Source: an optimization exercise on an open RTL-to-GDS flow (aim: small area, a short achievable clock period and few clock cycles per item). Production flows keep margins and buffers that such runs may drop. The RTL was checked by simulation tests, not by an equivalence proof against the original design. No activity file was given, so power comes from the tool's default toggle rates.

==> inputs of exp/tundra <==
## si4464_rf_encoder
module si4464_rf_encoder #(
    parameter [31:0] FREQ_MIN_HZ    = 32'd400000000,
    parameter [31:0] FREQ_MAX_HZ    = 32'd406000000,
    parameter [31:0] BAND_MID_HZ    = 32'd403000000,
    parameter [7:0]  INT_LOW        = 8'd61,
    parameter [7:0]  INT_HIGH       = 8'd62,
    parameter [31:0] REF_DIVISOR_HZ = 32'd6500000,
    parameter [31:0] XTAL_FREQ_HZ   = 32'd26000000
) (
    input  wire        clk,
    input  wire        rst,         
    input  wire        in_valid,
    output wire        in_ready,
    input  wire [63:0] in_word,     
    input  wire [31:0] in_rb,       
    output reg         out_valid,
    input  wire        out_ready,
    output wire [3:0]  out_status,  
    output wire [2:0]  out_len,     
    output wire [39:0] out_data     
);
==> flow/config.mk <==
export PLATFORM = sky130hd
export DESIGN_NAME = si4464_rf_encoder
export DESIGN_NICKNAME = si4464_rf_encoder
export VERILOG_FILES = /design/flow/design.v
export SDC_FILE = /design/flow/constraint.sdc
export NUM_CORES = 4
export LEC_CHECK = 0
export CAP_MARGIN = 20
export CORE_MARGIN = 2
export CORE_UTILIZATION = 40
export CTS_BUF_LIST = sky130_fd_sc_hd__clkbuf_8
export PLACE_DENSITY = 0.6
export SLEW_MARGIN = 20
export SYNTH_HIERARCHICAL = 1
==> flow/constraint.sdc <==
create_clock -name core_clock -period 70.0 [get_ports {clk}]
set_input_delay 14.0000 -clock core_clock [delete_from_list [all_inputs] [get_ports {clk}]]
set_output_delay 14.0000 -clock core_clock [all_outputs]
set_load 0.01 [all_outputs]
standard.sh (not shown) runs the stock make flow with config.mk's settings and CLKGATE_MAP_FILE= SYNTH_SCRIPT=/design/flow/synth_recipe.tcl, a recipe that flattens the netlist after the stock synthesis.
==> flow/flow/run.sh <==
#!/bin/bash
# The standard layout (the standard.sh, all ORFS steps from synthesis to
# finish) with one change: the buffers that ORFS puts on every input and
# output port are the smallest buffer cell instead of clkdlybuf4s50_1.
set -euo pipefail
export BUFFER_PORTS_ARGS="-buffer_cell sky130_fd_sc_hd__buf_1"
bash standard.sh > standard.log 2>&1
==> inputs of exp/xenon, as changes to exp/tundra <==
--- a/flow/design.v
+++ b/flow/design.v
@@ -707,21 +707,19 @@
     si4464_fa u_r41 (.a(a41), .b(b41), .c(c41), .s(s41), .co(c42));
     wire s42, c43;
     si4464_fa u_r42 (.a(a42), .b(b42), .c(c42), .s(s42), .co(c43));
     wire s43, c44;
     si4464_fa u_r43 (.a(a43), .b(b43), .c(c43), .s(s43), .co(c44));
     wire s44 = a44 ^ b44 ^ c44;
     wire [24:0] sum = {s44, s43, s42, s41, s40, s39, s38, s37, s36, s35, s34, s33, s32, s31, s30, s29, s28, s27, s26, s25, s24, s23, s22, s21, s20};
-    wire        f_ok   = s1_freq && s1_band && !sum[24];
-    wire        f_bad  = s1_freq && !(s1_band && !sum[24]);
-    wire        ill    = !s1_freq && !s1_dr;
-    wire [23:0] val    = (f_ok || s1_dr) ? sum[23:0] : 24'd0;
-    wire [28:0] res    = {f_ok, s1_dr, f_bad, ill, !low, val};
-    reg [28:0] h, k;
-    reg        h_isf, h_isd;
+    wire        f_ok = s1_freq && s1_band && !sum[24];
+    wire [1:0]  res_kind = f_ok ? 2'd0 : s1_dr ? 2'd1 : s1_freq ? 2'd2 : 2'd3;
+    wire [26:0] res = {res_kind, !low, sum[23:0]};
+    reg [26:0] h, k;
+    reg        h_fok, h_nfok, h_dok, h_ndok, h_ok, h_fbad, h_ill;
     reg        k_valid, in_rdy;
     assign in_ready = in_rdy;
     wire take   = out_valid && out_ready;
     wire accept = in_valid && in_rdy;
     wire full   = out_valid && k_valid;
     wire move   = s1_valid && !full;        
     wire s1_en  = !(s1_valid && full);      
@@ -748,38 +746,40 @@
             s1_dr   <= is_dr;
             s1_band <= in_band;
             s1_x    <= freq_hz[21:0];
             s1_f27  <= freq_hz[27];
             s1_adj  <= adj_in;
         end
     end
-    wire [28:0] h_src = k_valid ? k : res;
+    wire [26:0] h_src  = k_valid ? k : res;
+    wire [1:0]  h_kind = h_src[26:25];
     always @(posedge clk) begin
         if (!k_valid) k <= res;
         if (h_en) begin
-            h     <= h_src;
-            h_isf <= h_src[28] || h_src[26];    
-            h_isd <= h_src[27] || h_src[25];    
+            h      <= h_src;
+            h_fok  <= (h_kind == 2'd0);
+            h_nfok <= (h_kind != 2'd0);
+            h_dok  <= (h_kind == 2'd1);
+            h_ndok <= (h_kind != 2'd1);
+            h_ok   <= !h_kind[1];
+            h_fbad <= (h_kind == 2'd2);
+            h_ill  <= (h_kind == 2'd3);
         end
     end
-    wire        r_fok  = h[28];
-    wire        r_dok  = h[27];
-    wire        r_fbad = h[26];
-    wire        r_ill  = h[25];
     wire        r_nhi  = h[24];
-    wire [23:0] v      = h[23:0];       
-    assign out_status = {r_ill, r_ill, r_fbad, r_fbad || r_ill};
-    assign out_len    = {r_fok, r_dok, r_fok || r_dok};
-    assign out_data[39:32] = {1'b0, r_dok && v[21], r_fok || (r_dok && v[20]),
-                              r_fok || (r_dok && v[19]), r_fok || (r_dok && v[18]),
-                              r_fok || (r_dok && v[17]), r_dok && v[16],
-                              (r_fok && r_nhi) || (r_dok && v[15])};
-    assign out_data[31:24] = r_dok ? v[14:7] : 8'd0;
-    assign out_data[23:16] = (r_fok ? v[23:16] : 8'd0) | (h_isd ? {v[6:0], 1'b0} : 8'd0);
-    assign out_data[15:0]  = h_isf ? v[15:0] : 16'd0;
+    wire [23:0] v      = h[23:0];
+    assign out_status = {h_ill, h_ill, h_fbad, !h_ok};
+    assign out_len    = {h_fok, h_dok, h_ok};
+    assign out_data[39:32] = {1'b0, h_dok && v[21], h_fok || (h_dok && v[20]),
+                              h_fok || (h_dok && v[19]), h_fok || (h_dok && v[18]),
+                              h_fok || (h_dok && v[17]), h_dok && v[16],
+                              (h_fok && r_nhi) || (h_dok && v[15])};
+    assign out_data[31:24] = h_dok ? v[14:7] : 8'd0;
+    assign out_data[23:16] = (h_fok ? v[23:16] : 8'd0) | (!h_ndok ? {v[6:0], 1'b0} : 8'd0);
+    assign out_data[15:0]  = !h_nfok ? v[15:0] : 16'd0;
 endmodule
 module si4464_fa (input wire a, input wire b, input wire c,
                   output wire s, output wire co);
     assign s  = a ^ b ^ c;
     assign co = (a & b) | (a & c) | (b & c);
 endmodule
 module si4464_ha (input wire a, input wire b, output wire s, output wire co);
==> flow/flow/run.sh (replaced) <==
#!/bin/bash
set -euo pipefail
export BUFFER_PORTS_ARGS="-buffer_cell sky130_fd_sc_hd__buf_1"
export CTS_ARGS="-sink_clustering_enable -repair_clock_nets -dont_use_dummy_load"
bash standard.sh > standard.log 2>&1
CTS_BUF_LIST = default   (was sky130_fd_sc_hd__clkbuf_8)
==> inputs of exp/quartz, as changes to exp/tundra <==
CTS_BUF_LIST = default   (was sky130_fd_sc_hd__clkbuf_8)
CTS_CLUSTER_DIAMETER = 150   (was default)
CTS_CLUSTER_SIZE = 30   (was default)
==> inputs of exp/fjord, as changes to exp/tundra <==
--- a/flow/design.v
+++ b/flow/design.v
@@ -19,36 +19,38 @@
     output wire [2:0]  out_len,     
     output wire [39:0] out_data     
 );
     wire [7:0]  opc     = in_word[63:56];
     wire        is_freq = (opc == 8'h11);
     wire        is_dr   = (opc == 8'h12) && (in_word[55:16] == 40'd0);
     wire [31:0] freq_hz = in_word[31:0];
-    wire        in_band = (freq_hz >= FREQ_MIN_HZ) && (freq_hz <= FREQ_MAX_HZ);
+    wire        hi_ok   = (freq_hz[31:28] == 4'd1) &&
+                          (freq_hz[27] ? (freq_hz[26:22] == 5'd0) : (freq_hz[26:22] == 5'd31));
     wire [1:0]  osr_sel  = in_rb[27:26];
     wire [25:0] nco_mode = in_rb[25:0];
     wire        q_nz = (nco_mode >= 26'd26000000);     
     wire        q2   = (nco_mode >= 26'd52000000);     
     reg  [1:0]  t_in;
     always @(*) begin
         case (osr_sel)
             2'd1:    t_in = q2 ? 2'd3 : 2'd2;
             2'd2:    t_in = q2 ? 2'd2 : 2'd1;
             default: t_in = q2 ? 2'd1 : 2'd0;
         endcase
     end
     wire [23:0] adj_in = opc[1] ? {21'd0, q_nz, t_in} : in_word[55:32];
     reg         s1_valid;
-    reg         s1_freq, s1_dr, s1_band;
+    reg         s1_freq, s1_dr, s1_hi;
     reg  [21:0] s1_x;
     reg         s1_f27;
     reg  [23:0] s1_adj;
     wire [21:0] x   = s1_x;
     wire [21:0] xn  = ~x;
     wire        f27 = s1_f27;
+    wire        s1_band = s1_hi && (s1_f27 ? (s1_x <= 22'd3346816) : (s1_x >= 22'd1541120));
     wire        low = !s1_f27 || (s1_x < 22'd346816);
     wire [23:0] adj = s1_adj;
     wire [15:0] bps   = s1_x[15:0];
     wire [1:0]  t     = s1_adj[1:0];
     wire [18:0] bps_t = {3'd0, bps} << t;
     wire [20:0] dr_a  = {bps_t, 2'b00};
     wire [18:0] dr_b  = bps_t;
@@ -707,21 +709,19 @@
     si4464_fa u_r41 (.a(a41), .b(b41), .c(c41), .s(s41), .co(c42));
     wire s42, c43;
     si4464_fa u_r42 (.a(a42), .b(b42), .c(c42), .s(s42), .co(c43));
     wire s43, c44;
     si4464_fa u_r43 (.a(a43), .b(b43), .c(c43), .s(s43), .co(c44));
     wire s44 = a44 ^ b44 ^ c44;
     wire [24:0] sum = {s44, s43, s42, s41, s40, s39, s38, s37, s36, s35, s34, s33, s32, s31, s30, s29, s28, s27, s26, s25, s24, s23, s22, s21, s20};
-    wire        f_ok   = s1_freq && s1_band && !sum[24];
-    wire        f_bad  = s1_freq && !(s1_band && !sum[24]);
-    wire        ill    = !s1_freq && !s1_dr;
-    wire [23:0] val    = (f_ok || s1_dr) ? sum[23:0] : 24'd0;
-    wire [28:0] res    = {f_ok, s1_dr, f_bad, ill, !low, val};
-    reg [28:0] h, k;
-    reg        h_isf, h_isd;
+    wire        f_ok = s1_freq && s1_band && !sum[24];
+    wire [1:0]  res_kind = f_ok ? 2'd0 : s1_dr ? 2'd1 : s1_freq ? 2'd2 : 2'd3;
+    wire [26:0] res = {res_kind, !low, sum[23:0]};
+    reg [26:0] h, k;
+    reg        h_fok, h_nfok, h_dok, h_ndok, h_ok, h_fbad, h_ill;
     reg        k_valid, in_rdy;
     assign in_ready = in_rdy;
     wire take   = out_valid && out_ready;
     wire accept = in_valid && in_rdy;
     wire full   = out_valid && k_valid;
     wire move   = s1_valid && !full;        
     wire s1_en  = !(s1_valid && full);      
@@ -742,44 +742,46 @@
             in_rdy    <= !(s1_valid_nx && out_valid_nx && k_valid_nx);
         end
     end
     always @(posedge clk) begin
         if (s1_en) begin
             s1_freq <= is_freq;
             s1_dr   <= is_dr;
-            s1_band <= in_band;
+            s1_hi   <= hi_ok;
             s1_x    <= freq_hz[21:0];
             s1_f27  <= freq_hz[27];
             s1_adj  <= adj_in;
         end
     end
-    wire [28:0] h_src = k_valid ? k : res;
+    wire [26:0] h_src  = k_valid ? k : res;
+    wire [1:0]  h_kind = h_src[26:25];
     always @(posedge clk) begin
         if (!k_valid) k <= res;
         if (h_en) begin
-            h     <= h_src;
-            h_isf <= h_src[28] || h_src[26];    
-            h_isd <= h_src[27] || h_src[25];    
+            h      <= h_src;
+            h_fok  <= (h_kind == 2'd0);
+            h_nfok <= (h_kind != 2'd0);
+            h_dok  <= (h_kind == 2'd1);
+            h_ndok <= (h_kind != 2'd1);
+            h_ok   <= !h_kind[1];
+            h_fbad <= (h_kind == 2'd2);
+            h_ill  <= (h_kind == 2'd3);
         end
     end
-    wire        r_fok  = h[28];
-    wire        r_dok  = h[27];
-    wire        r_fbad = h[26];
-    wire        r_ill  = h[25];
     wire        r_nhi  = h[24];
-    wire [23:0] v      = h[23:0];       
-    assign out_status = {r_ill, r_ill, r_fbad, r_fbad || r_ill};
-    assign out_len    = {r_fok, r_dok, r_fok || r_dok};
-    assign out_data[39:32] = {1'b0, r_dok && v[21], r_fok || (r_dok && v[20]),
-                              r_fok || (r_dok && v[19]), r_fok || (r_dok && v[18]),
-                              r_fok || (r_dok && v[17]), r_dok && v[16],
-                              (r_fok && r_nhi) || (r_dok && v[15])};
-    assign out_data[31:24] = r_dok ? v[14:7] : 8'd0;
-    assign out_data[23:16] = (r_fok ? v[23:16] : 8'd0) | (h_isd ? {v[6:0], 1'b0} : 8'd0);
-    assign out_data[15:0]  = h_isf ? v[15:0] : 16'd0;
+    wire [23:0] v      = h[23:0];
+    assign out_status = {h_ill, h_ill, h_fbad, !h_ok};
+    assign out_len    = {h_fok, h_dok, h_ok};
+    assign out_data[39:32] = {1'b0, h_dok && v[21], h_fok || (h_dok && v[20]),
+                              h_fok || (h_dok && v[19]), h_fok || (h_dok && v[18]),
+                              h_fok || (h_dok && v[17]), h_dok && v[16],
+                              (h_fok && r_nhi) || (h_dok && v[15])};
+    assign out_data[31:24] = h_dok ? v[14:7] : 8'd0;
+    assign out_data[23:16] = (h_fok ? v[23:16] : 8'd0) | (!h_ndok ? {v[6:0], 1'b0} : 8'd0);
+    assign out_data[15:0]  = !h_nfok ? v[15:0] : 16'd0;
 endmodule
 module si4464_fa (input wire a, input wire b, input wire c,
                   output wire s, output wire co);
     assign s  = a ^ b ^ c;
     assign co = (a & b) | (a & c) | (b & c);
 endmodule
 module si4464_ha (input wire a, input wire b, output wire s, output wire co);
==> flow/flow/run.sh (replaced) <==
#!/bin/bash
# The standard layout: the standard.sh runs every ORFS step from
# synthesis to finish (its output is in standard.log, each tool's own log in
# orfs/logs/). Two settings differ from the defaults:
#  - the buffer ORFS puts on every input and output port is buf_1, the
#    smallest buffer, instead of clkdlybuf4s50_1;
#  - clock tree synthesis uses clkbuf_8 below a clkbuf_16 root and inserts
#    no dummy loads.
set -euo pipefail
export BUFFER_PORTS_ARGS="-buffer_cell sky130_fd_sc_hd__buf_1"
export CTS_ARGS="-sink_clustering_enable -repair_clock_nets -dont_use_dummy_load -buf_list sky130_fd_sc_hd__clkbuf_8 -root_buf sky130_fd_sc_hd__clkbuf_16"
bash standard.sh > standard.log 2>&1
CORE_UTILIZATION = 60   (was 40)
CTS_BUF_LIST = default   (was sky130_fd_sc_hd__clkbuf_8)
PLACE_DENSITY = 0.75   (was 0.6)
==> qor summary <==
                                                                           exp/xenon       exp/fjord      exp/quartz      exp/tundra
Die X                                                                    165 microns     136 microns     166 microns     166 microns
Routed via count divided by cell count                                          5.11            5.79            5.19            5.16
Synth-to-layout area growth                                                    13.3%           10.1%           14.5%           12.9%
End of the worst register-to-register path                                     h_dok          h_ndok           h[10]           h[10]
Nature of the critical path endpoint                                        register     output port     output port     output port
Placed insts                                                                    1275            1171            1268            1268
Count of placed standard cells in the final layout, fillers left out            1292            1188            1300            1300
Hold WS                                                                     0.471 ns        0.472 ns        0.484 ns        0.487 ns
Starting Density                                                               40.3%           61.0%           40.4%           40.4%
Average wire length per cell after detail routing                       18.4 microns    19.9 microns    19.0 microns    19.0 microns
Reported clock group power                                                   65.8 uW         44.3 uW         86.6 uW         68.7 uW
Data arrival, critical path                                                 15.77 ns         1.35 ns         1.47 ns         1.51 ns
Required time of the critical path                                          70.25 ns        56.00 ns        56.00 ns        56.00 ns
Status                                                                finished clean  finished clean  finished clean  finished clean
Final layout net count                                                          1308            1314            1301            1301
Master of the slowest instance on the critical path                          o41ai_1        edfxtp_1        edfxtp_1        edfxtp_1
Power density normalized to cell area                                   33.8 mW/mm^2    33.3 mW/mm^2    30.1 mW/mm^2    28.9 mW/mm^2
Slack of the worst reg-to-reg path                                          54.84 ns        54.76 ns        55.00 ns        55.03 ns
Via Count                                                                       6597            6882            6748            6709
Testbench counts of exp/tundra, summed over its fixed seeds: cycles 16,016, items 16,000.
Testbench counts of exp/xenon, summed over its fixed seeds: cycles 16,016, items 16,000.
Testbench counts of exp/quartz, summed over its fixed seeds: cycles 16,016, items 16,000.
Testbench counts of exp/fjord, summed over its fixed seeds: cycles 16,016, items 16,000.

==> port drivers added, routing unchanged <==
The results above use ideal ports. As a check the final layouts listed here were re-extracted and re-timed, cells and wires unchanged.
Step 1: set_driving_cell puts a clkbuf_16 on clk and a buf_2 on each other input, an assumption about the parent block.
Step 2 times the ports against the registers' clock, not the clock port: input delays grow and output delays shrink by t, the midpoint of the rising clock arrivals with the driver on.
a / b / c = ideal ports / drivers / drivers and shift; a / b = the first two.
| run | t, ns | slack for setup (ns) | worst hold slack (ns) | worst register clock-pin slew, ns |
|---|---|---|---|---|
| exp/tundra | 0.466 | 54.487 / 54.451 / 54.502 | 0.487 / 0.487 / 0.487 | 0.08 / 0.08 |
| exp/xenon | 0.441 | 54.481 / 54.503 / 54.062 | 0.471 / 0.471 / 0.471 | 0.05 / 0.05 |
| exp/quartz | 0.442 | 54.526 / 54.490 / 54.516 | 0.484 / 0.484 / 0.484 | 0.06 / 0.06 |
| exp/fjord | 0.393 | 54.652 / 54.606 / 54.372 | 0.472 / 0.472 / 0.472 | 0.07 / 0.07 |
After both steps setup and hold are still met in every run listed. The setup slack of exp/xenon, which loses most, moves by +0.022 ns with the drivers and by -0.419 ns with both steps.
